Context: an optimization exercise on an open-source flow, tuned for small area, a short achievable clock period and few clock cycles per item. The choices shown serve that exercise and are no tape-out recipe. The RTL was checked by simulation tests, not by an equivalence proof against the original design. Power and IR drop assume default switching activity.

==> flow/design.v (excerpt) <==
module sym_engine (
    input  wire        clk,
    input  wire        rst,
    input  wire        cmd_valid,
    output wire        cmd_ready,
    input  wire [63:0] cmd_word,
    output wire        rsp_valid,
    input  wire        rsp_ready,
    output wire [63:0] rsp_word
);
For scale: ~620 cells after synthesis, ~55 flip-flops, ~130 I/O pins.
export LEC_CHECK = 0
export CAP_MARGIN = 20
export CORE_MARGIN = 2
export CORE_UTILIZATION = 40
export SETUP_SLACK_MARGIN = 5
export SLEW_MARGIN = 20
create_clock -name core_clock -period 9.0 [get_ports {clk}]
standard.sh (not shown) runs the stock make flow with config.mk's settings and CLKGATE_MAP_FILE= SYNTH_SCRIPT=/design/flow/synth_recipe.tcl, a recipe that flattens the netlist after the stock synthesis.
==> flow/flow/run.sh <==
#!/bin/bash
# The standard layout, with plain buffers (buf_2) on the ports instead of
# the default delay-cell buffers. Each tool's output is in standard.log.
set -euo pipefail
cd "$(dirname "$0")/.."
export BUFFER_PORTS_ARGS="-buffer_cell sky130_fd_sc_hd__buf_2"
bash standard.sh finish > standard.log 2>&1
Testbench counts at the start, summed over its fixed seeds: cycles 6,396, items 3,200.
Rerun with:
--- a/flow/flow/run.sh
+++ b/flow/flow/run.sh
@@ -1,3 +1,3 @@
 #!/bin/bash
-# The standard layout, with plain buffers (buf_2) on the ports instead of
+# The standard layout, with plain buffers (sky130_fd_sc_hd__buf_2) on the ports instead of
 # the default delay-cell buffers. Each tool's output is in standard.log.
- ABC_AREA: not set -> 1
The changed run completed without violations.
Critical path depth came out lower by 3.
Total power came out lower slightly.
Clock-buffer cell count came out higher by 1.
First-iteration DRC count came out higher by well over a third.
Register-to-register slack is better by 0.21 ns.
Setup slack is better by 0.054 ns.
Area after synthesis came out higher by a few percent.
Non-clock buffer count came out lower by 4.
Rerun with:
==> flow/flow/run.sh (replaced) <==
#!/bin/bash
# The standard layout, with plain buffers (buf_2) on the ports instead of
# the default delay-cell buffers. Each tool's output is in standard.log.
set -euo pipefail
cd "$(dirname "$0")/.."
export BUFFER_PORTS_ARGS="-buffer_cell sky130_fd_sc_hd__buf_2"
bash standard.sh finish > standard.log 2>&1
- ABC_AREA: 1 -> not set
- SETUP_SLACK_MARGIN: 5 -> not set
Effect: Worst setup slack gets worse by 0.54 ns; non-clock buffer count goes up by 2; synthesized cell count drops by 23%; worst hold slack loses 0.017 ns; maximum frequency shrinks by 12%.
Rerun with:
--- a/flow/flow/run.sh
+++ b/flow/flow/run.sh
@@ -1,3 +1,3 @@
 #!/bin/bash
-# The standard layout, with plain buffers (buf_2) on the ports instead of
+# The standard layout, with plain buffers (sky130_fd_sc_hd__buf_2) on the ports instead of
 # the default delay-cell buffers. Each tool's output is in standard.log.
- CTS_BUF_LIST: not set -> sky130_fd_sc_hd__clkbuf_8
- SETUP_SLACK_MARGIN: not set -> 5
Final area barely changes.
Total power fell by about 6%.
Sequential cell count stays the same.
Clock-buffer cell count fell by 1.


sym_engine, a different RTL version from the one above (not shown whole).
Size: about 620 cells after synthesis, roughly 48 flip-flops, about 130 I/O pins.
==> flow/design.v (excerpt) <==
module sym_engine (
    input  wire        clk,
    input  wire        rst,
    input  wire        cmd_valid,
    output wire        cmd_ready,
    input  wire [63:0] cmd_word,
    output wire        rsp_valid,
    input  wire        rsp_ready,
    output wire [63:0] rsp_word
);
  localparam [7:0] OP_SETDIM  = 8'h10;
  localparam [7:0] OP_SETMODE = 8'h11;
  localparam [7:0] OP_MAP     = 8'h12;
  reg [8:0] dim_w;    
  reg [8:0] dim_h;    
  reg [2:0] mode;     
  reg       o_valid;
  reg       o_res;    
  reg       o_last;   
  reg       o_mop;    
  reg       o_err;
  reg [7:0] o_px, o_py;   
  reg [3:0] o_rm;     
  reg [1:0] o_j;
  assign cmd_ready = !o_valid || (rsp_ready && o_last);
  wire accept = cmd_valid && cmd_ready;
  wire take   = o_valid && rsp_ready;
  wire [7:0] op  = cmd_word[63:56];
  wire       rsv = cmd_word[55:32] != 24'd0;
  wire [15:0] xs = cmd_word[15:0];
  wire [15:0] ys = cmd_word[31:16];
  wire is_dim  = op == OP_SETDIM && !rsv;
  wire is_mode = op == OP_SETMODE && !rsv && cmd_word[31:3] == 29'd0 &&
                 cmd_word[2:0] != 3'd7;
  wire is_map  = op == OP_MAP && !rsv;
  function [8:0] clamp_dim;
    input [15:0] v;
    begin
  ...
export LEC_CHECK = 0
export CAP_MARGIN = 20
export CORE_MARGIN = 2
export CORE_UTILIZATION = 40
export SETUP_SLACK_MARGIN = 5
export SLEW_MARGIN = 20
create_clock -name core_clock -period 9.0 [get_ports {clk}]
==> flow/flow/run.sh <==
#!/bin/bash
# The standard layout, with plain buffers (sky130_fd_sc_hd__buf_2) on the ports instead of
# the default delay-cell buffers. Each tool's output is in standard.log.
set -euo pipefail
cd "$(dirname "$0")/.."
export BUFFER_PORTS_ARGS="-buffer_cell sky130_fd_sc_hd__buf_2"
bash standard.sh finish > standard.log 2>&1
Testbench counts at the start, summed over its fixed seeds: cycles 6,396, items 3,200.
==> next run, changes <==
==> flow/flow/run.sh (replaced) <==
#!/bin/bash
# The standard layout, with plain buffers (sky130_fd_sc_hd__buf_1) on the ports instead of
# the default delay-cell buffers. Each tool's output is in standard.log.
set -euo pipefail
cd "$(dirname "$0")/.."
export BUFFER_PORTS_ARGS="-buffer_cell sky130_fd_sc_hd__buf_1"
bash standard.sh finish > standard.log 2>&1
Settings changed: CORE_UTILIZATION 40 to 60, CTS_BUF_LIST from default to sky130_fd_sc_hd__clkbuf_8, GPL_TIMING_DRIVEN from default to 0.
=> Die area shrinks by 32%; clock power goes up by about 5%; core utilization rose by 24 points; power increases by 3.3%; first-iteration DRC count falls by 8.2%; clock skew went up by 0.0095 ns; register-to-register slack got worse by 0.31 ns.

re-timing with driven ports:
The results above use ideal ports. As a check the final layouts listed here were re-extracted and re-timed, cells and wires unchanged. Step 1 sets driving cells, clkbuf_16 on the clock port and buf_2 on the other inputs (assumed; they add their load-dependent delay and slew). Step 2 adds t to the input delays and takes it off the output delays; t is the mean of the earliest and latest rising clock arrival at the registers after step 1. Input paths then give back, and output paths get back, about the clock's delay inside the block. Three values: ideal, step 1, step 2; two values: the first two.
run | shift t [ns] | setup slack, ns | hold WS [ns] | worst slew at a driven data input, ns | pins driven straight from the clock port
the first run of note 1 | 0.349 | 4.985 / 4.947 / 4.647 | 0.501 / 0.501 / 0.501 | 0.05 | 1
the second run of note 1 | 0.325 | 5.039 / 5.018 / 5.018 | 0.511 / 0.511 / 0.511 | 0.03 | 1
the third run of note 1 | 0.340 | 4.500 / 4.520 / 4.180 | 0.494 / 0.494 / 0.494 | 0.04 | 1
the fourth run of note 1 | 0.369 | 4.979 / 4.951 / 4.628 | 0.507 / 0.507 / 0.507 | 0.05 | 1
the first run of note 2 | 0.332 | 4.992 / 4.958 / 4.944 | 0.551 / 0.551 / 0.551 | 0.04 | 1
the second run of note 2 | 0.346 | 4.961 / 4.940 / 4.798 | 0.573 / 0.573 / 0.573 | 0.04 | 1
After both steps setup and hold are still met in every run listed. For the fourth run of note 1, which loses most, drivers alone change the setup slack by -0.028 ns; drivers and shift together by -0.351 ns.
